This is an optimization exercise on Yosys and OpenROAD, whose aim is small area, a short achievable clock period and few clock cycles, not a production implementation. The RTL was checked by simulation tests, not by an equivalence proof against the original design.

==> flow/run.sh <==
#!/bin/bash
# The standard layout (the standard.sh, unchanged synthesis and steps) with
# two knobs: repair_timing is asked for a larger setup margin, so that it also
# sizes the paths through the ports, and buffer_ports uses a small fast buffer.
# Make's full output goes to make.log.
set -euo pipefail
bash standard.sh SETUP_SLACK_MARGIN=10.7 "BUFFER_PORTS_ARGS=-buffer_cell sky130_fd_sc_hd__buf_2" finish > make.log 2>&1
==> standard.sh <==
#!/bin/bash
# synth_recipe.tcl (not shown) runs the flow's synth.tcl, then flattens the netlist and writes it again
# the make line also repeats each setting of config.mk as NAME=value (left out here)
make -C /OpenROAD-flow-scripts/flow DESIGN_CONFIG=/design/flow/config.mk WORK_HOME=/design/flow/orfs CLKGATE_MAP_FILE= SYNTH_SCRIPT=/design/flow/synth_recipe.tcl "${@:-finish}"
==> config.mk <==
export PLATFORM = sky130hd
export DESIGN_NAME = s2_codec
export DESIGN_NICKNAME = s2_codec
export VERILOG_FILES = /design/flow/design.v
export SDC_FILE = /design/flow/constraint.sdc
export NUM_CORES = 4
export LEC_CHECK = 0
export CAP_MARGIN = 20
export CORE_MARGIN = 2
export CORE_UTILIZATION = 40
export PLACE_DENSITY = 0.6
export SLEW_MARGIN = 20
==> constraint.sdc <==
create_clock -name core_clock -period 20.0 [get_ports {clk}]
set_input_delay 4.0000 -clock core_clock [delete_from_list [all_inputs] [get_ports {clk}]]
set_output_delay 4.0000 -clock core_clock [all_outputs]
set_load 0.01 [all_outputs]
==> design.v <==
module s2_codec #(
    parameter [32:0] MEM_SIZE = 33'h0_0001_0000
) (
    input  wire        clk,
    input  wire        rst,
    input  wire        wr_en,
    input  wire [3:0]  wr_addr,
    input  wire [31:0] wr_data,
    input  wire [3:0]  rd_addr,
    output reg  [31:0] rd_data,
    output wire        busy,
    output reg         mem_req,
    output reg         mem_we,
    output wire [31:0] mem_addr,
    output reg  [7:0]  mem_wdata,
    input  wire [7:0]  mem_rdata
);
    localparam [127:0] KEY_ADK = 128'hF42E82F6_F91B9BB4_F84B6730_BDC28CBD;
    localparam [127:0] KEY_DNG = 128'h6BDBE8CB_B8AA00A1_0A4FF0D9_CA4659C9;
    function [31:0] crc_inv(input [31:0] r, input [7:0] d);
        integer k;
        reg [31:0] c;
        begin
            c = ~r ^ {24'd0, d};
            for (k = 0; k < 8; k = k + 1)
                c = c[0] ? ((c >> 1) ^ 32'hEDB88320) : (c >> 1);
            crc_inv = ~c;
        end
    endfunction
    function [30:0] rotl(input [30:0] x, input integer k);
        rotl = (x << k) | (x >> (31 - k));
    endfunction
    function [61:0] csa(input [30:0] x, input [30:0] y, input [30:0] z);
        reg [30:0] s, c;
        begin
            s = x ^ y ^ z;
            c = (x & y) | (x & z) | (y & z);
            csa = {rotl(c, 1), s};
        end
    endfunction
    function [30:0] eac_add(input [30:0] x, input [30:0] y);
        integer l, i;
        reg [30:0] g, p, gg, pp, c;
        begin
            g = x & y;
            p = x ^ y;
            gg = g; pp = p;
            for (l = 0; l < 5; l = l + 1)
                for (i = 0; i < 31; i = i + 1)
                    if ((i >> l) & 1) begin
                        gg[i] = gg[i] | (pp[i] & gg[((i >> l) << l) - 1]);
                        pp[i] = pp[i] & pp[((i >> l) << l) - 1];
                    end
            c[0] = gg[30];
            for (i = 1; i < 31; i = i + 1)
                c[i] = gg[i-1] | (pp[i-1] & gg[30]);
            eac_add = p ^ c;
        end
    endfunction
    function [30:0] pm_next(input [30:0] s);
        reg [61:0] r1, r2, r3, r4;
        begin
            r1 = csa(rotl(s, 14), rotl(s, 9), ~rotl(s, 7));
            r2 = csa(rotl(s, 5), rotl(s, 3), ~s);
            r3 = csa(r1[30:0], r1[61:31], r2[30:0]);
            r4 = csa(r3[30:0], r3[61:31], r2[61:31]);
            pm_next = eac_add(r4[30:0], r4[61:31]);
        end
    endfunction
    function [32:0] radd(input [31:0] x, input [31:0] z, input ci);
        integer i;
        reg c;
        reg [31:0] s;
        begin
            c = ci;
            for (i = 0; i < 32; i = i + 1) begin
                s[i] = x[i] ^ z[i] ^ c;
                c = (x[i] & z[i]) | (x[i] & c) | (z[i] & c);
            end
            radd = {c, s};
        end
    endfunction
    function rlt(input [31:0] x, input [31:0] z);
        integer i;
        reg c;
        begin
            c = 1'b1;
            for (i = 0; i < 32; i = i + 1)
                c = (x[i] & ~z[i]) | (x[i] & c) | (~z[i] & c);
            rlt = ~c;
        end
    endfunction
    function [30:0] condition(input [30:0] s_in);
        integer i;
        reg [30:0] s;
        reg [4:0] p;
        begin
            s = s_in;
            p = 5'd0;
            for (i = 0; i < 31; i = i + 1)
                p = p + {4'd0, s[i]};
            if (p < 5'd8) begin
                s[12] = 1'b1;
                if (p < 5'd7) s[23] = 1'b1;
                if (p < 5'd6) s[10] = 1'b1;
                if (p < 5'd5) s[25] = 1'b1;
                if (p < 5'd4) s[8]  = 1'b1;
                if (p < 5'd3) s[27] = 1'b1;
                if (p < 5'd2) s[6]  = 1'b1;
                if (p < 5'd1) s[29] = 1'b1;
            end
            if (p > 5'd24) begin
                s[12] = 1'b0;
                if (p < 5'd31) s[23] = 1'b0;
                if (p < 5'd30) s[10] = 1'b0;
                if (p < 5'd29) s[25] = 1'b0;
                if (p < 5'd28) s[8]  = 1'b0;
                if (p < 5'd27) s[27] = 1'b0;
                if (p < 5'd26) s[6]  = 1'b0;
            end
            condition = s;
        end
    endfunction
    reg [31:0] r_cmd, r_src, r_slen, r_dst, r_dlen, r_key, r_arg;
    reg [31:0] r_result;
    reg [30:0] r_prng;
    reg        st_busy, st_done;
    reg [1:0]  st_err;
    assign busy = st_busy;
    wire [31:0] status = st_busy ? 32'h0000_0001 :
                         {16'd0, 6'd0, st_err, 5'd0, (st_err != 2'd0), st_done, 1'b0};
    always @(*) begin
        case (rd_addr)
            4'h0: rd_data = r_cmd;
            4'h1: rd_data = status;
            4'h2: rd_data = r_src;
            4'h3: rd_data = r_slen;
            4'h4: rd_data = r_dst;
            4'h5: rd_data = r_dlen;
            4'h6: rd_data = r_key;
            4'h7: rd_data = r_arg;
            4'h8: rd_data = r_result;
            4'hA: rd_data = {1'b0, r_prng};
            default: rd_data = 32'd0;
        endcase
    end
    localparam [4:0]
        S_IDLE  = 5'd0,
        S_DEC   = 5'd1,
        S_CRC   = 5'd2,    
        S_COND  = 5'd3,    
        S_STEP  = 5'd4,    
        S_WB    = 5'd5,    
        S_FILL  = 5'd6,
        S_KGWR  = 5'd7,
        S_L1    = 5'd8,
        S_ARD   = 5'd9,
        S_AWR   = 5'd10,
        S_SKIP  = 5'd11,
        S_L2    = 5'd12,
        S_P2    = 5'd13,
        S_ST    = 5'd14,
        S_STR   = 5'd15,
        S_DIV   = 5'd16,
        S_BCHK  = 5'd17,
        S_BK    = 5'd18,
        S_BMOD  = 5'd19,
        S_BGEN  = 5'd20,
        S_BRD   = 5'd21,
        S_BWR   = 5'd22,
        S_DEC2  = 5'd23,
        S_BKR   = 5'd24,
        S_FW    = 5'd25;
    reg [4:0]  state;
    reg        sub;           
    reg        rv;            
    reg [31:0] acc;
    reg [30:0] gs;
    reg [16:0] off;
    reg [7:0]  j;
    reg [6:0]  l1;            
    reg [3:0]  l2;            
    reg [12:0] stride;        
    wire [7:0] op      = r_cmd[7:0];
    wire       kg_rand = r_cmd[8];
    wire       kg_game = r_cmd[9];
    wire       is_kg   = (op == 8'h05);
    wire       is_obf  = (op == 8'h06);
    wire [30:0] nxt = pm_next(acc[30:0]);
    wire [16:0] n   = r_slen[16:0];
    wire        slen_z  = (r_slen == 32'd0);
    wire        dlen_z  = (r_dlen == 32'd0);
    wire [32:0] src_e   = radd({15'd0, r_src[16:0]}, {15'd0, r_slen[16:0]}, 1'b0);
    wire [32:0] dst_e   = radd({15'd0, r_dst[16:0]}, {15'd0, r_dlen[16:0]}, 1'b0);
    wire [17:0] src_end = src_e[17:0];
    wire [17:0] dst_end = dst_e[17:0];
    wire        src_ok  = slen_z || ((r_src[31:17] == 15'd0) && (r_slen[31:17] == 15'd0) &&
                                     !src_end[17] && (!src_end[16] || (src_end[15:0] == 16'd0)));
    wire        dst_ok  = dlen_z || ((r_dst[31:17] == 15'd0) && (r_dlen[31:17] == 15'd0) &&
                                     !dst_end[17] && (!dst_end[16] || (dst_end[15:0] == 16'd0)));
    wire [31:0] b       = is_kg ? r_dst : r_key;
    wire        b_ok    = (b[31:16] == 16'd0) && !((b[15:4] == 12'hFFF) && (b[3:0] != 4'd0));
    wire [32:0] b_e     = radd({16'd0, b[15:0]}, 32'd15, 1'b0);
    wire        ovl     = !slen_z && !rlt(b_e, {15'd0, r_src[16:0]}) &&
                          rlt({16'd0, b[15:0]}, {14'd0, src_end});
    reg         f_src, f_dst, f_b, f_ovl;
    wire        illegal = (r_cmd[31:10] != 22'd0) || (op > 8'h06) ||
                          ((r_cmd[9:8] != 2'b00) && !is_kg);
    reg  [1:0]  dec_err;
    always @(*) begin
        dec_err = 2'd0;
        if (illegal)
            dec_err = 2'd1;
        else if (op == 8'h01) begin
            if (!f_src) dec_err = 2'd2;
        end else if (op == 8'h04) begin
            if (!f_dst) dec_err = 2'd2;
        end else if (is_kg) begin
            if (kg_rand && !f_src) dec_err = 2'd2;
            else if (!f_b) dec_err = 2'd2;
            else if (kg_rand && f_ovl) dec_err = 2'd3;
        end else if (is_obf) begin
            if (!f_src) dec_err = 2'd2;
            else if (!f_b) dec_err = 2'd2;
            else if (f_ovl) dec_err = 2'd3;
        end
    end
    wire        crc_key  = is_obf || sub;               
    wire [16:0] crc_len  = crc_key ? 17'd16 : n;
    wire        crc_iss  = (off != crc_len);
    wire        b_live   = rlt({15'd0, off}, {15'd0, n});
    wire        a_live   = (off != n);
    reg  [15:0] aq;
    reg  [1:0]  a_sel;       
    reg  [1:0]  b_sel;       
    always @(*) begin
        a_sel = 2'd0;
        b_sel = 2'd0;
        case (state)
            S_DEC2: a_sel = is_obf ? 2'd3 :
                            ((op[2:0] == 3'd4) || (is_kg && !kg_rand)) ? 2'd2 : 2'd1;
            S_CRC:  if (crc_iss) b_sel = 2'd1;
                    else a_sel = is_obf ? 2'd1 : 2'd2;
            S_FW, S_AWR: b_sel = 2'd1;
            S_KGWR: if (off[3:0] == 4'd15) a_sel = 2'd2; else b_sel = 2'd1;
            S_BCHK: begin a_sel = 2'd3; b_sel = 2'd3; end
            S_BKR:  begin a_sel = 2'd1; b_sel = 2'd2; end
            default: ;
        endcase
    end
    reg  [15:0] a_op, b_op;
    always @(*) begin
        case (a_sel)
            2'd0: a_op = aq;
            2'd1: a_op = r_src[15:0];
            2'd2: a_op = r_dst[15:0];
            default: a_op = r_key[15:0];
        endcase
        case (b_sel)
            2'd0: b_op = 16'd0;
            2'd1: b_op = 16'd1;
            2'd2: b_op = off[15:0];
            default: b_op = {12'd0, off[3:0]};
        endcase
    end
    wire [32:0] a_sum = radd({16'd0, a_op}, {16'd0, b_op}, 1'b0);
    always @(posedge clk) aq <= a_sum[15:0];
    assign mem_addr = {16'd0, aq};
    wire [127:0] kconst = kg_game ? KEY_DNG : KEY_ADK;
    wire [7:0]   kbyte  = kconst[{off[3:0], 3'b000} +: 8];
    always @(*) begin
        mem_req   = 1'b0;
        mem_we    = 1'b0;
        mem_wdata = acc[7:0];
        case (state)
            S_CRC:  mem_req = crc_iss;
            S_FW:   begin mem_req = 1'b1; mem_we = 1'b1; end
            S_KGWR: begin
                mem_req = 1'b1; mem_we = 1'b1;
                mem_wdata = kbyte ^ (kg_rand ? acc[7:0] : 8'd0);
            end
            S_ARD:  mem_req = a_live;
            S_BRD:  mem_req = 1'b1;
            S_BKR: mem_req = 1'b1;
            S_AWR, S_BWR: begin
                mem_req = 1'b1; mem_we = 1'b1;
                mem_wdata = mem_rdata ^ acc[7:0];
            end
            default: ;
        endcase
    end
    wire        lower   = is_kg && !sub;
    wire        up      = (mem_rdata >= 8'h41) && (mem_rdata <= 8'h5A);
    wire [7:0]  crc_d   = mem_rdata | {2'b00, lower && up, 5'd0};
    wire [31:0] crc_nx  = crc_inv(acc, crc_d);
    wire [32:0] off_s   = radd({15'd0, off}, (state == S_BWR) ? {18'd0, 1'b1, stride} : 32'd1, 1'b0);
    wire [16:0] off_inc = off_s[16:0];
    wire [32:0] j_s     = radd({24'd0, j}, 32'd1, 1'b0);
    wire [7:0]  j_inc   = j_s[7:0];
    wire        j_l1    = (j_inc == {1'b1, l1});            
    wire [17:0] rsh     = {off, acc[30]};
    wire [32:0] rd_s    = radd({14'd0, rsh}, {14'd0, ~{1'b0, n}}, 1'b1);
    wire [17:0] rdiff   = rd_s[17:0];
    wire        r_ge    = rd_s[18];
    wire [32:0] jd_s    = radd({24'd0, j}, {24'd0, ~{3'b000, 1'b1, l2}}, 1'b0);
    wire [7:0]  jdiff   = jd_s[7:0];
    wire        j_ge    = jd_s[8];
    wire        hw    = wr_en && !st_busy;
    wire [31:0] wd    = wr_data & {32{~rst}};
    wire        wb    = (state == S_WB);
    wire        wb_res  = wb && (op[2:0] != 3'd4);
    wire        wb_prng = wb && (op[2:0] == 3'd2 || op[2:0] == 3'd3 || op[2:0] == 3'd4);
    wire        hw_prng = hw && (wr_addr == 4'hA) && !rst;
    always @(posedge clk) begin
        if (rst || (hw && wr_addr == 4'h0)) r_cmd  <= wd;
        if (rst || (hw && wr_addr == 4'h2)) r_src  <= wd;
        if (rst || (hw && wr_addr == 4'h3)) r_slen <= wd;
        if (rst || (hw && wr_addr == 4'h4)) r_dst  <= wd;
        if (rst || (hw && wr_addr == 4'h5)) r_dlen <= wd;
        if (rst || (hw && wr_addr == 4'h6)) r_key  <= wd;
        if (rst || (hw && wr_addr == 4'h7)) r_arg  <= wd;
        if (rst || wb_res) r_result <= acc & {32{~rst}};
        if (rst || hw_prng || wb_prng)
            r_prng <= hw_prng ? {wd[30:1], wd[0] | (wr_data[30:0] == 31'd0)} :
                      {acc[30:1] & {30{~rst}}, acc[0] | rst};
    end
    task finish;
        begin
            st_busy <= 1'b0;
            st_done <= 1'b1;
            state   <= S_IDLE;
        end
    endtask
    always @(posedge clk) begin
        if (rst) begin
            st_busy  <= 1'b0;
            st_done  <= 1'b0;
            st_err   <= 2'd0;
            state    <= S_IDLE;
        end else begin
            if (wr_en && !st_busy) begin
                case (wr_addr)
                    4'h0: begin
                        st_busy <= 1'b1;
                        st_done <= 1'b0;
                        st_err  <= 2'd0;
                        state   <= S_DEC;
                    end
                    default: ;
                endcase
            end
            rv <= 1'b0;
            case (state)
                S_IDLE: ;
                S_DEC: begin
                    f_src <= src_ok;
                    f_dst <= dst_ok;
                    f_b   <= b_ok;
                    f_ovl <= ovl;
                    state <= S_DEC2;
                end
                S_DEC2: begin
                    off <= 17'd0;
                    sub <= 1'b0;
                    acc <= 32'd0;
                    if (dec_err != 2'd0) begin
                        st_err <= dec_err;
                        finish;
                    end else begin
                        case (op[2:0])
                            3'd1: state <= S_CRC;
                            3'd2: begin acc <= r_arg; state <= S_COND; end
                            3'd3: begin acc <= {1'b0, r_prng}; state <= S_STEP; end
                            3'd4: begin
                                acc <= {1'b0, r_prng};
                                if (dlen_z) finish; else state <= S_FILL;
                            end
                            3'd5: state <= kg_rand ? S_CRC : S_KGWR;
                            3'd6: if (slen_z) finish; else state <= S_CRC;
                            default: finish;
                        endcase
                    end
                end
                S_CRC: begin
                    if (crc_iss) off <= off_inc;
                    rv <= crc_iss;
                    if (rv) acc <= crc_nx;
                    if (!crc_iss) begin
                        off <= 17'd0;
                        if (is_obf || (is_kg && !sub)) state <= S_COND;
                        else state <= S_WB;
                    end
                end
                S_COND: begin
                    acc <= {1'b0, condition(acc[30:0])};
                    if (is_obf) state <= S_L1;
                    else if (is_kg) state <= S_STEP;
                    else state <= S_WB;
                end
                S_STEP: begin
                    acc <= {1'b0, nxt};
                    if (is_kg) state <= S_KGWR;
                    else state <= S_WB;
                end
                S_WB: begin
                    finish;
                end
                S_FILL: begin
                    if (off == r_dlen[16:0]) state <= S_WB;
                    else begin
                        acc   <= {1'b0, nxt};
                        state <= S_FW;
                    end
                end
                S_FW: begin
                    off   <= off_inc;
                    state <= S_FILL;
                end
                S_KGWR: begin
                    off <= off_inc;
                    acc <= {1'b0, nxt};
                    if (off[3:0] == 4'd15) begin
                        off   <= 17'd0;
                        acc   <= 32'd0;
                        sub   <= 1'b1;
                        state <= S_CRC;
                    end
                end
                S_L1: begin
                    acc   <= {1'b0, nxt};
                    gs    <= nxt;
                    l1    <= nxt[6:0];
                    j     <= 8'd0;
                    state <= S_ARD;
                end
                S_ARD: begin
                    if (a_live) begin
                        acc   <= {1'b0, nxt};
                        state <= S_AWR;
                    end else
                        state <= S_SKIP;
                end
                S_AWR: begin
                    off   <= off_inc;
                    state <= S_ARD;
                    if (j_l1) begin j <= 8'd0; acc <= {1'b0, gs}; end
                    else j <= j_inc;
                end
                S_SKIP: begin
                    acc <= {1'b0, nxt};
                    j   <= j_inc;
                    if (j_l1) state <= S_L2;
                end
                S_L2: begin
                    acc   <= {1'b0, nxt};
                    gs    <= nxt;
                    l2    <= nxt[3:0];
                    j     <= 8'd0;
                    state <= S_P2;
                end
                S_P2: begin
                    acc <= {1'b0, nxt};
                    j   <= j_inc;
                    if (j[4:0] == {1'b1, l2}) state <= S_ST;
                end
                S_ST: begin
                    acc   <= {1'b0, nxt};
                    state <= S_STR;
                end
                S_STR: begin
                    stride <= nxt[12:0];
                    off    <= 17'd0;
                    j      <= 8'd0;
                    state  <= S_DIV;
                end
                S_DIV: begin
                    acc <= {acc[30:0], 1'b0};
                    off <= r_ge ? rdiff[16:0] : rsh[16:0];
                    j   <= j_inc;
                    if (j[4:0] == 5'd30) state <= S_BCHK;
                end
                S_BCHK: begin
                    if (b_live) state <= S_BKR;
                    else finish;
                end
                S_BKR: state <= S_BK;
                S_BK: begin
                    j     <= mem_rdata ^ off[7:0];
                    state <= S_BMOD;
                end
                S_BMOD: begin
                    if (j_ge) j <= jdiff;
                    else begin
                        j     <= ~j;
                        acc   <= {1'b0, gs};
                        state <= S_BGEN;
                    end
                end
                S_BGEN: begin
                    acc <= {1'b0, nxt};
                    j   <= j_inc;
                    if (j == 8'hFF) state <= S_BRD;
                end
                S_BRD: state <= S_BWR;
                S_BWR: begin
                    off   <= off_inc;
                    state <= S_BCHK;
                end
                default: state <= S_IDLE;
            endcase
        end
    end
endmodule
==> results of run 1 <==
## cell families after synthesis
family / after synthesis / share of synthesized area (%)
AOI/OAI and AO/OA: 670 / 15.69
xor gates and xnor gates: 137 / 4.119
adders and majority gates: 331 / 19.14
buffers and inverters: 382 / 4.971
DFF: 430 / 41.64
muxes: 95 / 3.428
other: 1 / 0.01233
and+or+nand+nor: 684 / 10.99
## Yosys cell counts, types with 7 or more instances
master / count / area, µm²
sky130_fd_sc_hd__o22ai_1: 23 / 143.9
sky130_fd_sc_hd__o22a_1: 13 / 113.9
sky130_fd_sc_hd__nand4_1: 29 / 181.4
sky130_fd_sc_hd__a31oi_1: 19 / 118.9
sky130_fd_sc_hd__mux2i_1: 40 / 400.4
sky130_fd_sc_hd__a222oi_1: 47 / 470.5
sky130_fd_sc_hd__and2_1: 7 / 43.79
sky130_fd_sc_hd__a221o_1: 25 / 250.2
sky130_fd_sc_hd__clkbuf_1: 106 / 397.9
sky130_fd_sc_hd__edfxtp_1: 405 / 12160
sky130_fd_sc_hd__o21a_1: 9 / 67.56
sky130_fd_sc_hd__dfxtp_1: 25 / 500.5
sky130_fd_sc_hd__nand3_1: 66 / 330.3
sky130_fd_sc_hd__o221ai_1: 11 / 96.34
sky130_fd_sc_hd__nor4_1: 46 / 287.8
sky130_fd_sc_hd__xor2_1: 38 / 332.8
sky130_fd_sc_hd__a21oi_1: 127 / 635.6
sky130_fd_sc_hd__o21ai_0: 111 / 555.5
sky130_fd_sc_hd__nand2b_1: 25 / 156.4
sky130_fd_sc_hd__a221oi_1: 37 / 324.1
sky130_fd_sc_hd__o211ai_1: 28 / 210.2
sky130_fd_sc_hd__a2111oi_0: 9 / 78.83
sky130_fd_sc_hd__fa_1: 226 / 4524
sky130_fd_sc_hd__ha_1: 98 / 1226
sky130_fd_sc_hd__nand2_1: 143 / 536.8
sky130_fd_sc_hd__a22o_1: 30 / 262.8
sky130_fd_sc_hd__nor2_1: 213 / 799.5
sky130_fd_sc_hd__a211oi_1: 10 / 75.07
sky130_fd_sc_hd__buf_1: 16 / 60.06
sky130_fd_sc_hd__xnor2_1: 95 / 832.1
sky130_fd_sc_hd__nor3_1: 39 / 195.2
sky130_fd_sc_hd__mux2_2: 53 / 596.8
sky130_fd_sc_hd__maj3_1: 7 / 70.07
sky130_fd_sc_hd__inv_1: 236 / 885.9
sky130_fd_sc_hd__a21o_1: 21 / 157.7
sky130_fd_sc_hd__and3_1: 14 / 87.58
sky130_fd_sc_hd__a22oi_1: 97 / 728.2
sky130_fd_sc_hd__buf_4: 17 / 127.6
sky130_fd_sc_hd__nor2b_1: 64 / 400.4
## cells in the final DEF (no fill, tap or decap), types with 10 or more instances in the layout
cell type	n
sky130_fd_sc_hd__o21ai_0	107
sky130_fd_sc_hd__a22o_1	30
sky130_fd_sc_hd__a31oi_1	19
sky130_fd_sc_hd__fa_1	226
sky130_fd_sc_hd__and3_1	14
sky130_fd_sc_hd__buf_4	65
sky130_fd_sc_hd__nand4_1	29
sky130_fd_sc_hd__mux2_2	53
sky130_fd_sc_hd__o22ai_1	21
sky130_fd_sc_hd__nand2_1	142
sky130_fd_sc_hd__nor3_1	31
sky130_fd_sc_hd__nor2b_1	64
sky130_fd_sc_hd__a222oi_1	47
sky130_fd_sc_hd__xnor2_1	95
sky130_fd_sc_hd__a221oi_2	13
sky130_fd_sc_hd__a221o_1	25
sky130_fd_sc_hd__buf_12	22
sky130_fd_sc_hd__a21oi_1	127
sky130_fd_sc_hd__a211oi_1	10
sky130_fd_sc_hd__a21o_1	21
sky130_fd_sc_hd__nand2b_1	20
sky130_fd_sc_hd__o221ai_1	11
sky130_fd_sc_hd__dfxtp_1	25
sky130_fd_sc_hd__o22a_1	13
sky130_fd_sc_hd__xor2_1	38
sky130_fd_sc_hd__nor2_1	207
sky130_fd_sc_hd__conb_1	16
sky130_fd_sc_hd__a221oi_1	24
sky130_fd_sc_hd__clkbuf_16	49
sky130_fd_sc_hd__inv_1	235
sky130_fd_sc_hd__clkinv_1	10
sky130_fd_sc_hd__nand3_1	60
sky130_fd_sc_hd__a22oi_1	94
sky130_fd_sc_hd__edfxtp_1	405
sky130_fd_sc_hd__bufinv_16	10
sky130_fd_sc_hd__buf_2	99
sky130_fd_sc_hd__nor4_1	43
sky130_fd_sc_hd__mux2i_1	40
sky130_fd_sc_hd__ha_1	98
sky130_fd_sc_hd__o211ai_1	28
## worst max-delay path by stage
| stage | start | endpoint | slack [ns] | depth (start not counted) |
|---|---|---|---|---|
| after floorplan | rd_addr[3] | rd_data[8] | 10.75 | 7 |
| after global placement | rd_addr[3] | rd_data[2] | 9.96 | 7 |
| after detailed placement | rd_addr[3] | rd_data[2] | 9.94 | 7 |
| after CTS | rd_addr[3] | rd_data[5] | 10.61 | 9 |
| after global routing | rd_addr[0] | rd_data[2] | 10.52 | 7 |
| final | rd_addr[3] | rd_data[9] | 10.54 | 8 |
## sequential cells by signal, indices dropped and copies added (netlist names), 2 cells and up
signal	flops
stride	13
r_src	32
aq	16
st_err	2
acc	32
gs	31
off	17
state	5
r_slen	32
r_key	32
r_dst	32
r_result	32
j	8
l2	4
r_arg	32
r_prng	31
l1	7
r_cmd	32
r_dlen	32
## metal layers
layer | global-route usage [%] | wire length, µm | part of all wire (%) | up-vias
met2 | 47.57 | 54560 | 45 | 1793
li1 | - | - | - | 10342
met4 | 13.66 | 6178 | 5.1 | 0
met3 | 7.048 | 13960 | 11 | 326
met5 | 0 | 0 | 0 | -
met1 | 41.73 | 47520 | 39 | 12517
## per-stage QoR
| stage | setup WS [ns] |
|---|---|
| 2_1_floorplan | 10.75 |
| 4_1_cts | 10.61 |
| 6_report | 10.54 |
| 3_3_place_gp | 9.964 |
| 5_1_grt | 10.52 |
| 3_5_place_dp | 9.936 |
## layout make-up
type	count	area share [%]
Timing Repair Buffer	201	4.804
Inverter	237	2.555
Clock inverter	34	1.430
Tap cell	978	3.514
Sequential cell	430	36.36
Clock buffer	56	3.536
Multi-Input combinational cell	1936	47.78
Antenna cell	2	0.01437
## critical path: stages
cell	delay [ns]
sky130_fd_sc_hd__buf_12	0.10
sky130_fd_sc_hd__nand2b_4	0.18
sky130_fd_sc_hd__buf_12	0.13
sky130_fd_sc_hd__nor2_4	0.06
sky130_fd_sc_hd__buf_12	0.16
sky130_fd_sc_hd__a222oi_1	0.38
sky130_fd_sc_hd__nand3_2	0.26
sky130_fd_sc_hd__buf_6	0.20
## repair_timing
item | 4_1_cts | 5_1_grt
cloned | 6 | 1
buffers inserted | 27 | 5
setup endpoints to repair | 34 | 34
gates resized for setup | 68 | 31
pin swaps | 30 | 20
==> flow_summary.rst, run 1 <==
.. list-table::
   :header-rows: 1

   * - Metric
     - Value
   * - Result of the run
     - finished clean
   * - CTS tree
     - built
   * - Root buffer selected by CTS
     - sky130_fd_sc_hd__clkbuf_16
   * - Source-to-sink clock delay at the later pin of the worst-skew pair
     - between 0.6 and 0.7 ns
   * - Worst Path Max Fanout
     - 6
   * - Via count of the first global-routing pass
     - 24379
   * - Boundary Pins
     - between 100 and 150
   * - Worst Tran Pin Value
     - 1.254 ns
   * - Average footprint of a synthesized cell
     - between 10 and 15 µm²
   * - YS warnings
     - 1
   * - Setup repair after global routing missed its margin
     - true
   * - DRC marker count from the first detailed-route iteration
     - between 3000 and 4000
   * - Area taken by flip-flops and latches
     - approximately 13000 µm²
   * - Layout cell share with drive strength beyond 1
     - 14.27%
   * - Endpoint class of the critical path
     - output pin
   * - Count of final hold-check violations
     - 0
   * - Seq cells post-synth
     - 430
   * - Htree depth
     - 2
   * - Cell count after synthesis
     - 2730
   * - Area post-placement
     - 32140 µm²
   * - Width of the die
     - 279.7 µm
   * - Placed cells
     - approximately 3700
   * - First-pass GRT wire length
     - 175200 µm
   * - Maximum clock frequency
     - roughly 110 MHz
   * - Tightest hold margin
     - 0.5425 ns
   * - FF-to-FF End
     - aq[15]
   * - Netlist Area Pre-Place
     - 30410 µm²
   * - Cell count of the worst reg-to-reg path
     - 27
   * - Core area
     - ~76000 µm²
   * - Arrival @ worst endpoint
     - roughly 5.5 ns
   * - Flip-flop cell with the highest count after synthesis
     - sky130_fd_sc_hd__edfxtp_1
   * - Post-synth ARST share
     - 0%
   * - Relative slew slack
     - 15.63%
   * - Class of the tightest hold or removal check
     - reg2reg
   * - Worst min-delay path startpoint
     - st_err[1]
   * - Final critical-path share of the clock period
     - between 40 and 50%
   * - Dpl hpwl
     - between 80000 and 90000 µm
   * - First-pass iteration count of the detailed router
     - 8
   * - Final weighted congestion in routability-driven placement
     - 0.9805
   * - Total global routing overflow
     - 0
   * - Clock Pin Slew Worst Setup and Hold Paths
     - about 0.07 ns
   * - Via count
     - 24978
   * - Cell depth of the worst hold path
     - 2
   * - Number of flops mapped to enable cells by yosys
     - 405
   * - Seq/Total Area, Yosys
     - a little over two fifths
   * - Minimum period implied by the final worst setup slack
     - 9.462 ns
   * - Cts bufs inserted
     - 48
   * - Residual DRC
     - 0
   * - Number of failing setup endpoints in the final timing report
     - 0
   * - Setup tns final
     - 0 ns
   * - Hold Path Sink
     - st_err[1]
   * - Final Max Slew Viols
     - 0
   * - Multi-input gate area in the final layout
     - 16640 µm²
   * - Standard-cell row count
     - 101
   * - Final core occ
     - a little under half
   * - Buffers added on ports
     - 109
   * - Via-per-instance ratio
     - 6.448
   * - CTS Buffer Depth
     - 3
   * - Die area
     - 78240 µm²
   * - Post-route clock skew
     - 0.05023 ns
   * - Die boundary height
     - roughly 280 µm
   * - Area grow syn2layout
     - 14.52%
   * - Routed wire length
     - 122200 µm
   * - Required time reported for the critical path endpoint
     - 16.00 ns
   * - Critical Setup Path Class
     - in2out
   * - Starting utilization of the core area
     - 40.24%
   * - All-layer global routing usage
     - 30.88%
   * - Origin of the critical flop-to-flop path
     - off[5]
   * - Post-detailed-route wirelength per cell
     - about 32 µm
   * - # nets final
     - 3229
   * - Final standard cell area without fillers
     - 34820 µm²
   * - Largest net degree at the start of global routing
     - 62
   * - Post-detailed-route count of antenna-violating nets
     - 0
   * - Number of distinct library cells after synthesis
     - just over 80
   * - Startpoint type of the worst setup path
     - input port
   * - CTS Hold Bufs
     - 0
   * - Count of fill cells added during filler insertion
     - 6878
   * - Initial antenna violation count
     - 1
   * - Clk sinks
     - 430
   * - Number of maximum-capacitance violations
     - 0
   * - Post-route non-filler standard cell count
     - just under 4000
   * - R2R setup slack
     - 10.92 ns
Testbench counts, summed over its fixed seeds: cycles 939,518.
==> run 2, diff against run 1 <==
--- a/config.mk
+++ b/config.mk
@@ -8,5 +8,6 @@
 export CAP_MARGIN = 20
 export CORE_MARGIN = 2
 export CORE_UTILIZATION = 40
+export CTS_BUF_LIST = sky130_fd_sc_hd__clkbuf_4
 export PLACE_DENSITY = 0.6
 export SLEW_MARGIN = 20
==> run 2 against run 1 <==
Net effect: fmax shrank 0.48%; largest cell class unchanged; critical endpoint is now rd_data[2]; design area shrank 0.59%.
==> flow_summary.rst, run 2 <==
.. list-table::
   :header-rows: 1

   * - Metric
     - Value
   * - Routed wire length
     - 123400 µm
   * - Required time reported for the critical path endpoint
     - 16.00 ns
   * - Final standard cell area without fillers
     - 34620 µm²
   * - All-layer global routing usage
     - around 31%
   * - Starting utilization of the core area
     - between 40% and 50%
   * - Worst-case setup slack after placement
     - between 9 and 10 ns
   * - YS warnings
     - 1
   * - Startpoint type of the worst setup path
     - input port
   * - Startpoint of the worst setup timing path
     - rd_addr[0]
   * - Origin of the critical flop-to-flop path
     - r_slen[7]
   * - Standard-cell row count
     - 101
   * - Number of maximum-capacitance violations
     - 0
   * - Via-per-instance ratio
     - 6.318
   * - Worst Path Max Fanout
     - 31
   * - Maximum clock frequency
     - approximately 110 MHz
   * - Critical Setup Path Class
     - in2out
   * - Worst-path cell with the longest stage delay
     - sky130_fd_sc_hd__nand4_1
   * - Library cell with the highest instance count after synthesis
     - sky130_fd_sc_hd__edfxtp_1
   * - Family with the most delay on the worst path
     - simple AND/OR/NAND/NOR gates
   * - Relative slew slack
     - 12.23%
   * - Setup tns final
     - 0 ns
   * - Via count
     - 25247
   * - Largest net degree at the start of global routing
     - 62
   * - Number of distinct library cells after synthesis
     - 82
   * - Boundary Pins
     - 126
   * - Clock Pin Slew Worst Setup and Hold Paths
     - 0.07 ns
   * - # nets final
     - 3295
   * - Netlist Area Pre-Place
     - 30410 µm²
   * - Cell count after synthesis
     - 2730
   * - Setup repair after global routing missed its margin
     - true
   * - CTS Buffer Depth
     - 3
   * - CTS tree
     - built
   * - Class of the tightest hold or removal check
     - reg2reg
   * - Ranking of synthesized cells by area
     - sky130_fd_sc_hd__edfxtp_1 40%, sky130_fd_sc_hd__fa_1 15%, sky130_fd_sc_hd__ha_1 4.0%
   * - Cell mode on critical path
     - sky130_fd_sc_hd__buf_12
   * - Fin worst setup slack
     - 10.49 ns
   * - Source-to-sink clock delay at the later pin of the worst-skew pair
     - 0.94 ns
   * - Area grow syn2layout
     - 13.85%
   * - Endpoint class of the critical path
     - output pin
   * - DRC marker count from the first detailed-route iteration
     - slightly above 4000
   * - Cts bufs inserted
     - 111
   * - Total global routing overflow
     - 0
   * - Worst path buffer plus inverter count
     - 3
   * - Minimum period implied by the final worst setup slack
     - 9.507 ns
   * - Dpl hpwl
     - 89330 µm
   * - CTS Hold Bufs
     - 0
   * - Arrival @ worst endpoint
     - around 5.5 ns
   * - Worst min-delay path startpoint
     - st_err[1]
   * - Via count of the first global-routing pass
     - 24817
   * - R2R setup slack
     - 10.88 ns
   * - Residual DRC
     - 0
   * - Die area
     - 78240 µm²
   * - Htree depth
     - 3
   * - Most frequent standard cell in the layout excluding fill and tap cells
     - sky130_fd_sc_hd__edfxtp_1
   * - Area post-placement
     - 32140 µm²
   * - Buffers added on ports
     - ~110
   * - Post-route clock skew
     - 0.06951 ns
   * - Worst Tran Pin Value
     - 1.305 ns
   * - Final critical-path share of the clock period
     - 47.54%
   * - Root buffer selected by CTS
     - sky130_fd_sc_hd__clkbuf_4
   * - Result of the run
     - finished clean
   * - First-pass GRT wire length
     - 176300 µm
   * - Max stage delay on crit path
     - 0.38 ns
   * - Die boundary height
     - 279.7 µm
   * - Clk sinks
     - 430
   * - Post-detailed-route count of antenna-violating nets
     - 0
   * - Width of the die
     - between 200 and 300 µm
   * - Final Max Slew Viols
     - 0
   * - Layout cell share with drive strength beyond 1
     - 17.55%
   * - Number of flops mapped to enable cells by yosys
     - between 400 and 500
   * - Flip-flop cell with the highest count after synthesis
     - sky130_fd_sc_hd__edfxtp_1
   * - First-pass iteration count of the detailed router
     - 9
   * - Most instantiated cells after synthesis
     - 405 x sky130_fd_sc_hd__edfxtp_1, 236 x sky130_fd_sc_hd__inv_1, 226 x sky130_fd_sc_hd__fa_1
   * - Initial antenna violation count
     - 2
   * - Number of failing setup endpoints in the final timing report
     - 0
   * - Area fraction of the dominant cell type after synthesis
     - 40.00%
   * - Final core occ
     - 45.81%
   * - Largest area contributor in the synthesized netlist
     - sky130_fd_sc_hd__edfxtp_1
   * - Average footprint of a synthesized cell
     - 11.14 µm²
   * - Seq/Total Area, Yosys
     - 41.64%
   * - Leading cell types in the layout, fill and taps excluded
     - 405 x sky130_fd_sc_hd__edfxtp_1, 236 x sky130_fd_sc_hd__inv_1, 226 x sky130_fd_sc_hd__fa_1
   * - Worst-path cell chain
     - buf_12 -> nand2b_4 -> nor3_2 -> buf_12 -> a222oi_1 -> nand4_1 -> buf_2
   * - Seq cells post-synth
     - 430
   * - Post-detailed-route wirelength per cell
     - 30.88 µm
   * - Core area
     - 75570 µm²
   * - Post-synth ARST share
     - 0%
   * - Final weighted congestion in routability-driven placement
     - roughly 0.98
   * - Count of final hold-check violations
     - 0
==> run 2: cell count changes in the layout (fill, tap and decap cells not counted), moves of 6 or more <==
| cell | delta |
|---|---|
| sky130_fd_sc_hd__bufinv_16 | -9 |
| sky130_fd_sc_hd__a221oi_1 | -6 |
| sky130_fd_sc_hd__clkinv_2 | +8 |
| sky130_fd_sc_hd__clkbuf_4 | +159 |
| sky130_fd_sc_hd__a221oi_2 | +6 |
| sky130_fd_sc_hd__clkbuf_16 | -46 |
| sky130_fd_sc_hd__clkbuf_1 | -8 |
| sky130_fd_sc_hd__clkinv_1 | +19 |
==> run 2: cell type report <==
class                           count  area [µm²]
Multi-Input combinational cell   1936       16690
Tap cell                          978        1224
Inverter                          237       889.6
Clock buffer                      159        1194
Clock inverter                     48       272.8
Antenna cell                        4       10.01
Fill cell                        7013       40950
Timing Repair Buffer              204        1670
Sequential cell                   430       12660
==> run 2: path summary, 6_finish.rpt <==
| kind | depth (start not counted) | to |
|---|---|---|
| worst min-delay path | 2 | st_err[1] |
| worst max register to register | 28 | aq[15] |
| worst max-delay path | 7 | rd_data[2] |
| worst min register to register | 2 | st_err[1] |
==> run 2: per-stage QoR <==
stage / std cells / hold slack [ns]
after global placement: 3743 / 0.5095
after floorplan: 2745 / 0.4570
after global routing: 3994 / 0.5665
final: 3996 / 0.5324
after CTS: 3983 / 0.5344
after detailed placement: 3743 / 0.5138
==> run 2: worst min-delay path: cells and delay by family, from the launching register on <==
kind | cells | cell delay [ns]
flip-flops | 1 | 0.33
AO/OA/AOI/OAI | 2 | 0.15
==> run 2: per-layer routing <==
metal | vias up | global-route usage [%] | part of all wire [%]
met5 | - | 0 | 0
li1 | 10565 | - | -
met3 | 317 | 7.756 | 11
met1 | 12613 | 41.66 | 39
met4 | 0 | 13.57 | 4.8
met2 | 1752 | 47.96 | 45
==> run 2: logic make-up after synthesis <==
family                   share of synthesized area (%)
AO/OA/AOI/OAI                                    15.69
XOR/XNOR                                         4.119
adder cells (fa/ha/maj)                          19.14
buffers and inverters                            4.971
flip-flops                                       41.64
multiplexers                                     3.428
other                                          0.01233
AND/OR/NAND/NOR                                  10.99
==> run 2: timing repair <==
item,4_1_cts,5_1_grt
setup buffers,27,7
pin swaps,32,25
gates resized for setup,68,38
hold endpoints to repair,0,0
gates cloned,6,2
setup endpoints to repair,33,34
==> run 3, diff against run 2 <==
--- a/design.v
+++ b/design.v
@@ -170,7 +170,8 @@
         S_BWR   = 5'd22,
         S_DEC2  = 5'd23,
         S_BKR   = 5'd24,
-        S_FW    = 5'd25;
+        S_FW    = 5'd25,
+        S_BADD  = 5'd26;
     reg [4:0]  state;
     reg        sub;           
     reg        rv;            
@@ -180,7 +181,7 @@
     reg [7:0]  j;
     reg [6:0]  l1;            
     reg [3:0]  l2;            
-    reg [12:0] stride;        
+    reg        pb;            
     wire [7:0] op      = r_cmd[7:0];
     wire       kg_rand = r_cmd[8];
     wire       kg_game = r_cmd[9];
@@ -200,9 +201,12 @@
                                      !dst_end[17] && (!dst_end[16] || (dst_end[15:0] == 16'd0)));
     wire [31:0] b       = is_kg ? r_dst : r_key;
     wire        b_ok    = (b[31:16] == 16'd0) && !((b[15:4] == 12'hFFF) && (b[3:0] != 4'd0));
-    wire [32:0] b_e     = radd({16'd0, b[15:0]}, 32'd15, 1'b0);
-    wire        ovl     = !slen_z && !rlt(b_e, {15'd0, r_src[16:0]}) &&
-                          rlt({16'd0, b[15:0]}, {14'd0, src_end});
+    wire [32:0] d_s     = radd({16'd0, b[15:0]}, {15'd0, ~r_src[16:0]}, 1'b1);
+    wire [17:0] d       = {~d_s[17], d_s[16:0]};      
+    wire        d_neg   = d[17];
+    wire        ovl     = !slen_z &&
+                          (!d_neg || ((d[16:4] == 13'h1FFF) && (d[3:0] != 4'd0))) &&
+                          (d_neg || rlt({15'd0, d[16:0]}, {15'd0, r_slen[16:0]}));
     reg         f_src, f_dst, f_b, f_ovl;
     wire        illegal = (r_cmd[31:10] != 22'd0) || (op > 8'h06) ||
                           ((r_cmd[9:8] != 2'b00) && !is_kg);
@@ -293,7 +297,7 @@
     wire        up      = (mem_rdata >= 8'h41) && (mem_rdata <= 8'h5A);
     wire [7:0]  crc_d   = mem_rdata | {2'b00, lower && up, 5'd0};
     wire [31:0] crc_nx  = crc_inv(acc, crc_d);
-    wire [32:0] off_s   = radd({15'd0, off}, (state == S_BWR) ? {18'd0, 1'b1, stride} : 32'd1, 1'b0);
+    wire [32:0] off_s   = radd({15'd0, off}, (state == S_BADD) ? {18'd0, 1'b1, acc[12:0]} : 32'd1, 1'b0);
     wire [16:0] off_inc = off_s[16:0];
     wire [32:0] j_s     = radd({24'd0, j}, 32'd1, 1'b0);
     wire [7:0]  j_inc   = j_s[7:0];
@@ -456,6 +460,7 @@
                     gs    <= nxt;
                     l2    <= nxt[3:0];
                     j     <= 8'd0;
+                    pb    <= 1'b0;
                     state <= S_P2;
                 end
                 S_P2: begin
@@ -468,10 +473,18 @@
                     state <= S_STR;
                 end
                 S_STR: begin
-                    stride <= nxt[12:0];
-                    off    <= 17'd0;
-                    j      <= 8'd0;
-                    state  <= S_DIV;
+                    if (pb) begin
+                        acc   <= {1'b0, nxt};      
+                        state <= S_BADD;
+                    end else begin
+                        off   <= 17'd0;
+                        j     <= 8'd0;
+                        state <= S_DIV;
+                    end
+                end
+                S_BADD: begin
+                    off   <= off_inc;
+                    state <= S_BCHK;
                 end
                 S_DIV: begin
                     acc <= {acc[30:0], 1'b0};
@@ -503,8 +516,10 @@
                 end
                 S_BRD: state <= S_BWR;
                 S_BWR: begin
-                    off   <= off_inc;
-                    state <= S_BCHK;
+                    acc   <= {1'b0, gs};
+                    j     <= 8'd0;
+                    pb    <= 1'b1;
+                    state <= S_P2;
                 end
                 default: state <= S_IDLE;
             endcase
==> run 3 against run 2 <==
Net effect: still clean on timing, DRC and antenna; register-to-register slack gained 0.07 ns; clock skew grew 0.015 ns; critical path type unchanged; critical endpoint is now rd_data[6].
==> flow_summary.rst, run 3 <==
.. list-table::
   :header-rows: 1

   * - Metric
     - Value
   * - Result of the run
     - finished clean
   * - Setup tns final
     - 0 ns
   * - Count of final hold-check violations
     - 0
   * - Cell count after synthesis
     - 2700
   * - Starting utilization of the core area
     - 40.47%
   * - Maximum clock frequency
     - roughly 100 MHz
   * - Max stage delay on crit path
     - 0.38 ns
   * - Average footprint of a synthesized cell
     - around 11 µm²
   * - Arrival @ worst endpoint
     - 5.52 ns
   * - Via-per-instance ratio
     - 6.352
   * - Standard-cell row count
     - 100
   * - Cell depth of the worst hold path
     - 2
   * - Seq/Total Area, Yosys
     - 40.69%
   * - Number of failing setup endpoints in the final timing report
     - 0
   * - Post-detailed-route wirelength per cell
     - 31.35 µm
   * - Boundary Pins
     - 126
   * - Hold Path Sink
     - acc[0]
   * - Htree depth
     - 3
   * - Via count
     - 25219
   * - Die area
     - 77800 µm²
   * - CTS Hold Bufs
     - 0
   * - Netlist Area Pre-Place
     - between 30000 and 40000 µm²
   * - Clock Pin Slew Worst Setup and Hold Paths
     - 0.07 ns
   * - Class of the tightest hold or removal check
     - reg2reg
   * - Worst path buffer plus inverter count
     - 4
   * - Startpoint type of the worst setup path
     - input port
   * - Library cell with the highest instance count after synthesis
     - sky130_fd_sc_hd__edfxtp_1
   * - Area grow syn2layout
     - 15.27%
   * - Worst-path cell chain
     - buf_12 -> clkinvlp_4 -> nand2_4 -> nor3_4 -> buf_12 -> a22oi_1 -> nand2_1 -> a221oi_4 -> o21ai_1 -> buf_2
   * - Post-detailed-route count of antenna-violating nets
     - 0
   * - CTS Buffer Depth
     - 3
   * - DRC marker count from the first detailed-route iteration
     - 3702
   * - FF-to-FF End
     - f_ovl
   * - Initial antenna violation count
     - 4
   * - Origin of the critical flop-to-flop path
     - r_cmd[7]
   * - Worst Tran Pin Value
     - 1.102 ns
   * - Area fraction of the dominant cell type after synthesis
     - 39.03%
   * - Required time reported for the critical path endpoint
     - 16.00 ns
   * - Critical Setup Path Class
     - in2out
   * - CTS tree
     - built
   * - Flip-flop cell with the highest count after synthesis
     - sky130_fd_sc_hd__edfxtp_1
   * - Layout cell share with drive strength beyond 1
     - 19.38%
   * - Number of distinct library cells after synthesis
     - 89
   * - Cts bufs inserted
     - 111
   * - Root buffer selected by CTS
     - sky130_fd_sc_hd__clkbuf_4
   * - Via count of the first global-routing pass
     - 24826
   * - Width of the die
     - roughly 280 µm
   * - First-pass GRT wire length
     - roughly 180000 µm
   * - Family with the most delay on the worst path
     - buffers and inverters
   * - Residual DRC
     - 0
   * - Setup repair after global routing missed its margin
     - true
   * - Post-synth ARST share
     - 0%
   * - Routed wire length
     - 124400 µm
   * - Die boundary height
     - 278.9 µm
   * - Endpoint class of the critical path
     - output pin
   * - Source-to-sink clock delay at the later pin of the worst-skew pair
     - 0.97 ns
   * - Final weighted congestion in routability-driven placement
     - 0.9915
   * - Most frequent standard cell in the layout excluding fill and tap cells
     - sky130_fd_sc_hd__edfxtp_1
   * - Dpl hpwl
     - 89860 µm
   * - Worst Path Max Fanout
     - 16
   * - Relative slew slack
     - roughly a quarter
   * - Worst min-delay path startpoint
     - gs[0]
   * - Largest net degree at the start of global routing
     - 73
   * - YS warnings
     - 1
   * - Most instantiated cells after synthesis
     - 393 x sky130_fd_sc_hd__edfxtp_1, 241 x sky130_fd_sc_hd__fa_1, 236 x sky130_fd_sc_hd__inv_1
   * - Minimum period implied by the final worst setup slack
     - 9.524 ns
   * - Core area
     - 74700 µm²
   * - Post-route clock skew
     - 0.08478 ns
   * - Number of maximum-capacitance violations
     - 0
   * - Buffers added on ports
     - ~110
   * - Clk sinks
     - roughly 420
   * - Largest area contributor in the synthesized netlist
     - sky130_fd_sc_hd__edfxtp_1
   * - Final critical-path share of the clock period
     - 47.62%
   * - Worst-path cell with the longest stage delay
     - sky130_fd_sc_hd__nor3_4
   * - Final Max Slew Viols
     - 0
   * - Number of flops mapped to enable cells by yosys
     - 393
   * - # nets final
     - 3284
   * - R2R setup slack
     - 10.95 ns
   * - Seq cells post-synth
     - between 400 and 500
   * - Cell mode on critical path
     - sky130_fd_sc_hd__buf_12
   * - Leading cell types in the layout, fill and taps excluded
     - 393 x sky130_fd_sc_hd__edfxtp_1, 235 x sky130_fd_sc_hd__inv_1, 229 x sky130_fd_sc_hd__fa_1
   * - First-pass iteration count of the detailed router
     - 9
   * - All-layer global routing usage
     - a little under a third
   * - Cell count of the worst reg-to-reg path
     - 27
   * - Ranking of synthesized cells by area
     - sky130_fd_sc_hd__edfxtp_1 39%, sky130_fd_sc_hd__fa_1 16%, sky130_fd_sc_hd__ha_1 3.5%
   * - Total global routing overflow
     - 0
run 3: changes by cell type after synthesis, sizes merged, moves of 13 or more:
cell,before,now
a21oi,127,100
fa,226,241
a221o,25,7
ha,98,85
mux2i,40,64
clkbuf,106,121
nor2,213,155
nor4,47,60
run 3: cells by family after synthesis:
group	after synthesis	synth area share (%)
muxes	114	4.192
other	1	0.01240
AOI/OAI and AO/OA	635	15.12
buffers and inverters	400	5.368
xor gates and xnor gates	142	4.201
adders and majority gates	329	19.58
DFF	418	40.69
and+or+nand+nor	661	10.84
run 3: what timing repair did:
action,in CTS,in global routing
pin swaps,44,44
setup buffers,29,21
endpoints found under the hold margin,0,0
gates cloned,10,5
setup endpoints to repair,36,35
gates resized for setup,128,37
run 3: worst register-to-register path, stage by stage, from the launching register on:
cell                        delay [ns]
sky130_fd_sc_hd__edfxtp_1         0.41
sky130_fd_sc_hd__or4_4            0.60
sky130_fd_sc_hd__nor2_4           0.19
sky130_fd_sc_hd__and3_4           0.21
sky130_fd_sc_hd__buf_12           0.10
sky130_fd_sc_hd__mux2i_1          0.09
sky130_fd_sc_hd__ha_1             0.23
sky130_fd_sc_hd__fa_1             0.42
sky130_fd_sc_hd__fa_1             0.43
sky130_fd_sc_hd__fa_2             0.39
sky130_fd_sc_hd__fa_2             0.38
sky130_fd_sc_hd__fa_1             0.43
sky130_fd_sc_hd__fa_1             0.43
sky130_fd_sc_hd__fa_2             0.40
sky130_fd_sc_hd__fa_2             0.38
sky130_fd_sc_hd__fa_2             0.37
sky130_fd_sc_hd__fa_2             0.37
sky130_fd_sc_hd__fa_1             0.42
sky130_fd_sc_hd__fa_1             0.42
sky130_fd_sc_hd__fa_2             0.46
sky130_fd_sc_hd__nor2_2           0.12
sky130_fd_sc_hd__o31ai_1          0.10
sky130_fd_sc_hd__a21o_1           0.18
sky130_fd_sc_hd__a2111oi_1        0.25
sky130_fd_sc_hd__nor2_1           0.11
sky130_fd_sc_hd__maj3_1           0.37
sky130_fd_sc_hd__maj3_1           0.36
sky130_fd_sc_hd__a21o_1           0.16
run 3: worst max path at each step:
| stage | cells after the start | end | slack [ns] | start |
|---|---|---|---|---|
| 6_report | 10 | rd_data[6] | 10.48 | rd_addr[0] |
| 4_1_cts | 7 | rd_data[1] | 10.62 | rd_addr[1] |
| 3_3_place_gp | 9 | rd_data[6] | 9.94 | rd_addr[3] |
| 5_1_grt | 10 | rd_data[6] | 10.47 | rd_addr[0] |
| 3_5_place_dp | 7 | rd_data[28] | 9.88 | rd_addr[3] |
| 2_1_floorplan | 7 | rd_data[21] | 10.65 | rd_addr[0] |
run 3: final cells by class:
type                       count  area, µm²
fill                        6911      39850
multi-input combinational   1897      16870
sequential                   418      12300
timing repair buffer         240       2160
tap                          969       1212
clock buffer                 149       1119
inverter                     239      900.9
clock inverter                50      264.0
antenna                        8      20.02
run 3: metrics by stage:
step                cells  util [%]  worst slack, ns  hold WS (ns)  area [µm²]
floorplan            2715         -            10.65        0.4678       30330
global placement     3697     42.71            9.937        0.5631       31900
detailed placement   3698     42.71            9.877        0.5773       31900
CTS                  3936     46.05            10.62        0.5936       34400
global route         3966     46.64            10.47        0.6266       34840
finish               3970     46.65            10.48        0.6010       34850
run 3: metal layers:
metal / vias up / routed length [µm] / global-route usage (%)
li1: 10462 / - / -
met1: 12665 / 48660 / 41.95
met2: 1774 / 55440 / 48.28
met3: 316 / 13590 / 7.522
met4: 2 / 6741 / 14.89
met5: - / 12 / 0
Testbench counts of run 3, summed over its fixed seeds: cycles 942,352.
==> run 4, diff against run 3 <==
--- a/config.mk
+++ b/config.mk
@@ -8,6 +8,7 @@
 export CAP_MARGIN = 20
 export CORE_MARGIN = 2
 export CORE_UTILIZATION = 40
-export CTS_BUF_LIST = sky130_fd_sc_hd__clkbuf_4
+export CTS_CLUSTER_DIAMETER = 60
+export CTS_CLUSTER_SIZE = 25
 export PLACE_DENSITY = 0.6
 export SLEW_MARGIN = 20
==> run 4 against run 3 <==
Net effect: fmax rose by 0.73%; hold slack lost 0.0010 ns; routed wire length fell by 2.4%; non-clock buffer count shrank 12; design area is 0.83% lower; clock-buffer cell count is 108 lower; area after synthesis is the same.
==> flow_summary.rst, run 4 <==
.. list-table::
   :header-rows: 1

   * - Metric
     - Value
   * - Result of the run
     - finished clean
   * - Largest area contributor in the synthesized netlist
     - sky130_fd_sc_hd__edfxtp_1
   * - Required time reported for the critical path endpoint
     - between 15 and 20 ns
   * - Critical Setup Path Class
     - in2out
   * - Routed wire length
     - 121400 µm
   * - Number of maximum-capacitance violations
     - 0
   * - Clock Pin Slew Worst Setup and Hold Paths
     - about 0.07 ns
   * - Residual DRC
     - 0
   * - Number of distinct library cells after synthesis
     - 89
   * - First-pass GRT wire length
     - around 170000 µm
   * - Number of failing setup endpoints in the final timing report
     - 0
   * - Area fraction of the dominant cell type after synthesis
     - slightly below 40%
   * - Minimum period implied by the final worst setup slack
     - ~9.5 ns
   * - Via count
     - 24401
   * - Area grow syn2layout
     - 14.32%
   * - Via-per-instance ratio
     - approximately 6.4
   * - Die boundary height
     - 278.9 µm
   * - Boundary Pins
     - between 100 and 150
   * - Flip-flop cell with the highest count after synthesis
     - sky130_fd_sc_hd__edfxtp_1
   * - Clk sinks
     - 418
   * - Post-synth ARST share
     - 0%
   * - Worst Path Max Fanout
     - 8
   * - Maximum clock frequency
     - around 110 MHz
   * - Ranking of synthesized cells by area
     - sky130_fd_sc_hd__edfxtp_1 39%, sky130_fd_sc_hd__fa_1 16%, sky130_fd_sc_hd__ha_1 3.5%
   * - Post-detailed-route count of antenna-violating nets
     - 0
   * - Most frequent standard cell in the layout excluding fill and tap cells
     - sky130_fd_sc_hd__edfxtp_1
   * - Endpoint class of the critical path
     - output pin
   * - Via count of the first global-routing pass
     - ~24000
   * - Average footprint of a synthesized cell
     - roughly 11 µm²
   * - Seq/Total Area, Yosys
     - 40.69%
   * - Max stage delay on crit path
     - 0.38 ns
   * - Worst Tran Pin Value
     - 1.172 ns
   * - Dpl hpwl
     - ~90000 µm
   * - Cell count after synthesis
     - 2700
   * - Worst-path cell chain
     - buf_12 -> clkinvlp_4 -> nand2_4 -> nor3_4 -> buf_6 -> buf_16 -> a222oi_1 -> nand3_1 -> buf_2
   * - Netlist Area Pre-Place
     - 30230 µm²
   * - CTS tree
     - built
   * - First-pass iteration count of the detailed router
     - 9
   * - DRC marker count from the first detailed-route iteration
     - 3713
   * - Final critical-path share of the clock period
     - 47.27%
   * - Arrival @ worst endpoint
     - about 5.5 ns
   * - Standard-cell row count
     - 100
   * - # nets final
     - 3200
   * - CTS Buffer Depth
     - 3
   * - All-layer global routing usage
     - 30.81%
   * - Final weighted congestion in routability-driven placement
     - 0.9915
   * - Layout cell share with drive strength beyond 1
     - about 16%
   * - Die area
     - about 80000 µm²
   * - Source-to-sink clock delay at the later pin of the worst-skew pair
     - 0.63 ns
   * - Library cell with the highest instance count after synthesis
     - sky130_fd_sc_hd__edfxtp_1
   * - Class of the tightest hold or removal check
     - reg2reg
   * - Relative slew slack
     - 21.68%
   * - Final core occ
     - 46.27%
   * - Starting utilization of the core area
     - 40.47%
   * - Startpoint type of the worst setup path
     - input port
   * - Number of flops mapped to enable cells by yosys
     - 393
   * - Width of the die
     - 278.9 µm
   * - Post-route clock skew
     - 0.07152 ns
   * - Seq cells post-synth
     - 418
   * - YS warnings
     - 1
   * - Buffers added on ports
     - 109
   * - Root buffer selected by CTS
     - sky130_fd_sc_hd__clkbuf_16
   * - Final Max Slew Viols
     - 0
   * - Worst-path cell with the longest stage delay
     - sky130_fd_sc_hd__a222oi_1
   * - Core area
     - ~75000 µm²
   * - Cts bufs inserted
     - 39
   * - Largest net degree at the start of global routing
     - 73
   * - Count of final hold-check violations
     - 0
   * - Setup repair after global routing missed its margin
     - true
   * - Htree depth
     - 2
   * - Initial antenna violation count
     - 4
   * - Leading cell types in the layout, fill and taps excluded
     - 393 x sky130_fd_sc_hd__edfxtp_1, 235 x sky130_fd_sc_hd__inv_1, 229 x sky130_fd_sc_hd__fa_1
   * - Post-detailed-route wirelength per cell
     - 31.74 µm
   * - Most instantiated cells after synthesis
     - 393 x sky130_fd_sc_hd__edfxtp_1, 241 x sky130_fd_sc_hd__fa_1, 236 x sky130_fd_sc_hd__inv_1
   * - Total global routing overflow
     - 0
   * - Setup tns final
     - 0 ns
[run 4: cell counts after synthesis]
Identical to the previous run, type by type.
[run 4: through the flow]
step                setup WS, ns  cell area [µm²]  hold WS [ns]  std cells
detailed placement         9.877            31900        0.5773       3698
floorplan                  10.65            30330        0.4678       2715
CTS                        10.61            34240        0.5944       3805
global placement           9.937            31900        0.5631       3697
finish                     10.55            34560        0.5999       3825
global route               10.50            34560        0.6264       3823
[run 4: layout make-up]
cell class	count	area (µm²)
fillers	6863	40130
multi-input cells	1897	16840
flip-flops and latches	418	12300
repair buffers	228	1917
well taps	969	1212
clock buffers	41	983.4
inverters	239	900.9
clock inverters	31	402.9
diodes	2	5.005
[run 4: worst paths after layout]
path	start	endpoint	slack, ns	cells past startpoint
worst max-delay path	rd_addr[0]	rd_data[12]	10.55	9
worst min-delay path	gs[0]	acc[0]	0.60	2
worst min register to register	gs[0]	acc[0]	0.60	2
worst max register to register	r_cmd[7]	f_ovl	10.82	28
[run 4: routing by layer]
metal | wire (µm) | up-vias | global-route usage (%) | part of all wire, %
met5 | 29 | - | 0 | 0.024
met4 | 6173 | 4 | 13.69 | 5.1
met3 | 12320 | 281 | 5.974 | 10
met2 | 54270 | 1556 | 47.62 | 45
met1 | 48630 | 12352 | 42.18 | 40
li1 | - | 10208 | - | -
[run 4: logic make-up after synthesis]
| kind of cell | count (synthesis) | share of synthesized area (%) |
|---|---|---|
| other cells | 1 | 0.01240 |
| xor+xnor | 142 | 4.201 |
| flops | 418 | 40.69 |
| compound gates | 635 | 15.12 |
| mux | 114 | 4.192 |
| simple gates | 661 | 10.84 |
| buf+inv | 400 | 5.368 |
| fa+ha+maj | 329 | 19.58 |
[run 4: critical path, delay by kind of cell]
kind | cells | cell delay (ns)
AOI/OAI and AO/OA | 1 | 0.38
buffers and inverters | 5 | 0.70
and+or+nand+nor | 3 | 0.35
[run 4: repair_timing]
item	4_1_cts	5_1_grt
cloned	7	3
gates resized for setup	118	27
endpoints found under the setup margin	36	35
setup buffers	28	15
hold buffers	0	0
pin swaps	43	38
==> run 5, diff against run 4 <==
==> flow/run.sh (replaced) <==
#!/bin/bash
# The standard layout (the standard.sh, unchanged synthesis and steps) with
# two knobs: repair_timing is asked for a larger setup margin, so that it also
# sizes the paths through the ports, and buffer_ports uses a small fast buffer.
# Make's full output goes to make.log.
set -euo pipefail
bash standard.sh SETUP_SLACK_MARGIN=10.2 "BUFFER_PORTS_ARGS=-buffer_cell sky130_fd_sc_hd__buf_2" finish > make.log 2>&1
==> run 5 against run 4 <==
Net effect: still clean; register-to-register slack got worse by 0.38 ns; non-clock buffer count decreased by 47; critical endpoint is now rd_data[16]; via count decreased by 0.37%; die area unchanged; highest routed layer is now met4; worst setup slack got worse by 0.32 ns; area after synthesis unchanged; clock-buffer cell count decreased by 1.
==> flow_summary.rst, run 5 <==
.. list-table::
   :header-rows: 1

   * - Metric
     - Value
   * - Via count of the first global-routing pass
     - between 20000 and 25000
   * - Via count
     - 24310
   * - R2R setup slack
     - around 10 ns
   * - Count of final hold-check violations
     - 0
   * - Buffers added on ports
     - approximately 110
   * - Residual DRC
     - 0
   * - Worst path buffer plus inverter count
     - 3
   * - Result of the run
     - finished clean
   * - Largest area contributor in the synthesized netlist
     - sky130_fd_sc_hd__edfxtp_1
   * - Cts bufs inserted
     - 40
   * - Count of fill cells added during filler insertion
     - approximately 6900
   * - Critical Setup Path Class
     - in2out
   * - Number of maximum-capacitance violations
     - 0
   * - All-layer global routing usage
     - a little under a third
   * - Core area
     - between 70000 and 80000 µm²
   * - Tightest hold margin
     - 0.6029 ns
   * - Die area
     - 77800 µm²
   * - Routed wire length
     - 120100 µm
   * - Post-route clock skew
     - 0.04217 ns
   * - Worst Tran Pin Value
     - 1.058 ns
   * - Number of flops mapped to enable cells by yosys
     - 393
   * - First-pass iteration count of the detailed router
     - 8
   * - First-pass GRT wire length
     - 171400 µm
   * - Worst-path cell chain
     - buf_2 -> nand2b_4 -> nor3_2 -> buf_4 -> a22o_1 -> a221oi_1 -> nand3_1 -> buf_2
   * - Worst min-delay path startpoint
     - gs[0]
   * - Cell depth of the worst hold path
     - 2
   * - Boundary Pins
     - 126
   * - Worst-case setup slack after placement
     - 9.913 ns
   * - # nets final
     - 3156
   * - Ranking of synthesized cells by area
     - sky130_fd_sc_hd__edfxtp_1 39%, sky130_fd_sc_hd__fa_1 16%, sky130_fd_sc_hd__ha_1 3.5%
   * - Number of distinct library cells after synthesis
     - 89
   * - Worst Path Max Fanout
     - 30
## run 5: cell counts after synthesis
Identical to the previous run, type by type.
## run 5: how the worst max path moves through the flow
stage	start	endpoint	cells past startpoint
after global routing	r_cmd[3]	f_ovl	26
final	rd_addr[3]	rd_data[16]	8
after global placement	rd_addr[3]	rd_data[22]	8
after floorplan	rd_addr[0]	rd_data[21]	7
after CTS	rd_addr[3]	rd_data[7]	8
after detailed placement	rd_addr[3]	rd_data[20]	8
## run 5: layout make-up
type | instances | area share, %
Antenna cell | 2 | 0.01494
Clock buffer | 40 | 2.988
Clock inverter | 34 | 1.236
Inverter | 239 | 2.678
Multi-Input combinational cell | 1899 | 49.44
Sequential cell | 418 | 36.72
Tap cell | 969 | 3.619
Timing Repair Buffer | 181 | 3.305
## run 5: timing repair
action,4_1_cts,5_1_grt
resized for setup,13,15
gates cloned,1,1
hold buffers,0,0
pin swaps,3,4
buffers inserted,0,10
setup endpoints to repair,32,16
## run 5: layer usage
| metal | GRT usage [%] | wire length, µm | vias to the layer above | part of all wire, % |
|---|---|---|---|---|
| met5 | 0 | 0 | - | 0 |
| met4 | 13.79 | 6466 | 0 | 5.4 |
| met3 | 5.456 | 12190 | 285 | 10 |
| met2 | 46.74 | 53280 | 1566 | 44 |
| met1 | 42.09 | 48170 | 12334 | 40 |
| li1 | - | - | 10125 | - |
## run 5: stage by stage
stage          cell area [µm²]
3_5_place_dp             31860
3_3_place_gp             31850
2_1_floorplan            30290
4_1_cts                  33350
5_1_grt                  33500
6_report                 33500
## run 5: cell families (layout without fill, tap and decap cells)
group,count (synthesis),count (layout),share of synthesized area (%)
simple gates,661,662,10.84
compound gates,635,636,15.12
flops,418,418,40.69
buf+inv,400,494,5.368
fa+ha+maj,329,329,19.58
xor+xnor,142,142,4.201
mux,114,114,4.192
other cells,1,18,0.01240
## run 5: worst reg2reg max path: stages (launching register included)
cell	delay, ns
sky130_fd_sc_hd__edfxtp_1	0.42
sky130_fd_sc_hd__or4_4	0.64
sky130_fd_sc_hd__nor2_4	0.16
sky130_fd_sc_hd__and3_2	0.24
sky130_fd_sc_hd__mux2i_1	0.13
sky130_fd_sc_hd__ha_1	0.25
sky130_fd_sc_hd__fa_1	0.44
sky130_fd_sc_hd__fa_1	0.43
sky130_fd_sc_hd__fa_1	0.44
sky130_fd_sc_hd__fa_1	0.44
sky130_fd_sc_hd__fa_1	0.44
sky130_fd_sc_hd__fa_1	0.43
sky130_fd_sc_hd__fa_1	0.42
sky130_fd_sc_hd__fa_1	0.43
sky130_fd_sc_hd__fa_1	0.44
sky130_fd_sc_hd__fa_1	0.44
sky130_fd_sc_hd__fa_1	0.43
sky130_fd_sc_hd__fa_1	0.42
sky130_fd_sc_hd__fa_1	0.53
sky130_fd_sc_hd__nor2_2	0.13
sky130_fd_sc_hd__o31ai_1	0.11
sky130_fd_sc_hd__a21o_1	0.18
sky130_fd_sc_hd__a2111oi_1	0.26
sky130_fd_sc_hd__nor2_1	0.11
sky130_fd_sc_hd__maj3_1	0.36
sky130_fd_sc_hd__maj3_1	0.37
sky130_fd_sc_hd__a21o_1	0.20

[static timing again, ports no longer ideal]
No port has a modelled driver above. Below, the same layouts with a new extraction and two added sets of constraints. Step 1: set_driving_cell puts a clkbuf_16 on clk and a buf_2 on each other input, an assumption about the parent block. Step 2, shift: input delay + t, output delay - t, t = (earliest + latest rising clock arrival at the registers) / 2. This alone moves slack from input paths to output paths. a / b / c = ideal ports / drivers / drivers and shift; a / b = the first two.
| run | t, ns | setup WS [ns] | worst slew at a driven data input, ns | pins driven straight from the clock port |
|---|---|---|---|---|
| run 1 | 0.676 | 10.538 / 10.471 / 10.471 | 0.07 | 1 |
| run 2 | 0.968 | 10.493 / 10.427 / 10.427 | 0.06 | 1 |
| run 3 | 0.983 | 10.476 / 10.430 / 10.430 | 0.12 | 1 |
| run 4 | 0.663 | 10.545 / 10.484 / 10.484 | 0.13 | 1 |
| run 5 | 0.675 | 10.229 / 10.201 / 10.201 | 0.13 | 1 |
After both steps every run listed still meets setup and hold. For run 1, which loses most, drivers alone change the setup slack by -0.067 ns; drivers and shift together by -0.067 ns.
